From an optimization exercise on the open Yosys and OpenROAD flow, aimed at small area, a short achievable clock period and few clock cycles per item; shortcuts taken in it are not production practice.
Function was checked by simulation only, so behaviour that the tests miss may differ from the original.

build 45:
// photon_perm
module photon_perm (
    input  wire         clk,
    input  wire         rst,         
    input  wire         in_valid,
    output wire         in_ready,
    input  wire [255:0] in_state,
    output wire         out_valid,
    input  wire         out_ready,
    output wire [255:0] out_state
);
Size: ~3400 cells after synthesis, roughly 520 I/O pins.
Settings: LEC_CHECK=0, CAP_MARGIN=20, CORE_MARGIN=2, CORE_UTILIZATION=65, CTS_CLUSTER_DIAMETER=80, CTS_CLUSTER_SIZE=30, PLACE_DENSITY=0.75, SETUP_SLACK_MARGIN=2.4, SLEW_MARGIN=20; clock period 5.0 ns.
standard.sh (not shown) runs the stock make flow with config.mk's settings and CLKGATE_MAP_FILE= SYNTH_SCRIPT=/design/flow/synth_recipe.tcl, a recipe that flattens the netlist after the stock synthesis.
==> flow/flow/run.sh <==
#!/bin/bash
# Own layout flow: the standard flow (standard.sh) with a different
# technology mapping in synthesis (flow/synth.tcl: the same synthesis script,
# but no adder extraction and ABC run with flow/abc.script) and smaller port
# buffers. Each tool's output goes to its own log in the work folder.
set -euo pipefail
W=$PWD
EXTRA=()
[ -f flow/extra.txt ] && mapfile -t EXTRA < <(grep -v '^#' flow/extra.txt | grep .)
bash standard.sh \
  SYNTH_SCRIPT=$W/flow/synth.tcl \
  BENCHV_ABC_SCRIPT=$W/flow/abc.script \
  "${EXTRA[@]}" \
  finish > $W/flow_make.log 2>&1
mkdir -p $W/flow_logs
cp -r $W/orfs/logs/* $W/flow_logs/ 2>/dev/null || true
test -f $W/out/final.def
==> flow/flow/abc.script <==
&get -n
&st
&dch
&nf -p
&put
topo
stime -c
==> flow/flow/extra.txt <==
# extra make variables, one per line
BUFFER_PORTS_ARGS=-buffer_cell sky130_fd_sc_hd__buf_1
==> flow/flow/synth.tcl <==
# The standard flow's synthesis (synth_recipe.tcl) with two changes to the technology
# mapping only: no half/full-adder extraction, and ABC run with our script.
proc synth {args} { yosys synth -nofsm -noshare {*}$args }
proc extract_fa {args} { puts "extract_fa skipped" }
proc abc {args} {
  set i [lsearch -exact $args -script]
  if { $i >= 0 && [info exists ::env(BENCHV_ABC_SCRIPT)] } {
    lset args [expr {$i + 1}] $::env(BENCHV_ABC_SCRIPT)
  }
  set j [lsearch -exact $args -D]
  if { $j >= 0 && [info exists ::env(BENCHV_ABC_D)] } {
    lset args [expr {$j + 1}] $::env(BENCHV_ABC_D)
  }
  puts "abc $args"
  yosys abc {*}$args
}
source $::env(SCRIPTS_DIR)/synth.tcl
# left out here: clear keep_hierarchy, flatten, clean up, hide names made inside functions, write 1_2_yosys.v
Build 45 was carried through to the last stage, and its layout satisfied the timing, DRC and antenna checks.
Testbench counts of build 45, summed over its fixed seeds: cycles 6,160, items 512.
[inputs] build 96 vs build 45
- SETUP_SLACK_MARGIN changed from 2.4 to 2.6
- CTS_CLUSTER_DIAMETER removed (was 80)
- CTS_CLUSTER_SIZE removed (was 30)
Results
The clock buffer count from CTS in build 96 is 1.6 times that in build 45.
When build 96 is set beside build 45, its number of diodes turns out to be 1 larger.
Relative to build 45, the number of cells in the finished layout apart from fillers measured on build 96 has increased slightly.
Minimum period implied by the final worst setup slack down 140 ps in build 96 wrt build 45
Compared to build 45, build 96 shows a wider setup margin.
Changes observed in build 96 relative to build 45: critical path depth lost 1; routed via count picked up an extra 1028; worst endpoint data arrival time lost 220 ps; final weighted congestion in routability-driven placement picked up an extra 3.9%.
Cell count of the worst hold path came out exactly the same in build 45 and build 96.
Edits applied to the flow inputs when going from build 96 to build 14:
- CTS_CLUSTER_DIAMETER newly set to 80
- CTS_CLUSTER_SIZE newly set to 30
==> flow/flow/abc.script <==
&get -n
&st
&dch
&nf -p
&put
buffer -c
topo
stime -c
upsize -c
dnsize -c
- Summary of build 14 over build 96: register area share after synthesis decreased 1.8 points; proportion of final cell area spent on non-clock buffers grew by 0.46 points; post-synthesis share of cell area spent on full adders, half adders and majority gates now sits at about the same level; synthesized-area fraction occupied by ao, oa, aoi and oai cells now smaller.
- The share of cell area taken by flip-flops and latches of build 14 exceeds that of build 96 by 0.19 points.
- Critical-path maximum fanout is lower on build 14
> inputs changed (build 14 -> build 52)
- SETUP_SLACK_MARGIN changed from 2.6 to 2.7
==> flow/flow/abc.script <==
&get -n
&st
&dch
&nf -p
&put
topo
stime -c
Results
Build 52 completed every stage of the flow, and the final layout passed the timing, DRC and antenna checks.
When build 52 is measured against build 14, its global routing met2 resource utilization turns out 2.1 points higher.
NOTE: worst hold margin in build 52 exceeds that of build 14
Build 52 vs build 14 — clock buffer instance count of the final layout rose about 13%.
Compared with build 14, the detailed router inserted more vias in build 52.
Diff build 14 -> build 52: die outline width went down; distinct cell type count of the synthesized netlist now sits lower; relative area change from synthesis to final layout has increased; routed wire length went up about 0.9%.
Going from build 14 to build 52, fraction of layout instances using a drive strength above 1 grows by 2.4 points.
Setup changes, build 52 to build 64
- swapping 65 for 72 in CORE_UTILIZATION
- swapping 2.7 for 2.6 in SETUP_SLACK_MARGIN
- swapping 0.75 for 0.8 in PLACE_DENSITY
Findings:
- Between build 64 and build 52, it is build 64 whose largest fanout on the critical path is higher, by about 750%.
- From build 64 to build 52, total number of multi-input combinational cells did not move at all.
- Diff build 52 -> build 64 | met1 track demand over resource in global routing | increase of 3.5 points
- Summary of the comparison: flip-flop and latch share of the layout cell area is higher in build 64, relative to build 52.
- Fraction of registers with async set or reset after synthesis: build 52 vs build 64 identical
- | cell area after layout | lower: build 64 |
- The final reports for build 64 and build 52 show wire length lower in the former.
Modified inputs, build 79 compared to build 64
- changing CORE_UTILIZATION from 72 to 65
- changing PLACE_DENSITY from 0.8 to 0.75
[summary]
Build 79 vs build 64, relative area change from synthesis to final layout went up by 1.1 points.
Compared with build 64, build 79 shows total setup buffers inserted after CTS lower by 1.
Compare build 64 and build 79 | sequential share of layout area lower: build 79
Clock skew: build 79 worse than build 64
All of build 64 and build 79 finish clean.
Type of the setup path with the least slack = reg -> reg: build 79; type of the setup path with the least slack = in -> reg: build 64

## static timing again, ports no longer ideal
How much do the figures lean on ideal ports? The routed layouts below were timed once more, with nothing changed but the port constraints. Step 1 (the two cells are an assumption about what drives the block):
set clk [get_ports {clk}]
set_driving_cell -lib_cell sky130_fd_sc_hd__clkbuf_16 $clk
set_driving_cell -lib_cell sky130_fd_sc_hd__buf_2 [delete_from_list [all_inputs] $clk]
Step 2 also shifts input and output timing later by t, the mid clock arrival at the registers, as if the neighbouring blocks saw the same clock. Slacks: no drivers / after step 1 / after step 2; pairs: no drivers / after step 1.
run | shift t [ns] | slack for setup (ns) | worst setup path at the end
build 45 | 0.655 | 2.362 / 2.362 / 1.752 | input to register
build 96 | 0.695 | 2.500 / 2.500 / 2.216 | input to register
build 14 | 0.718 | 2.557 / 2.491 / 2.042 | input to register
build 52 | 0.646 | 2.604 / 2.604 / 2.114 | input to register
build 64 | 0.702 | 2.426 / 2.430 / 1.753 | input to register
build 79 | 0.641 | 2.567 / 2.533 / 2.034 | input to register
After both steps setup and hold are still met in every run listed. For build 64, which loses most, drivers alone change the setup slack by +0.004 ns; drivers and shift together by -0.673 ns.
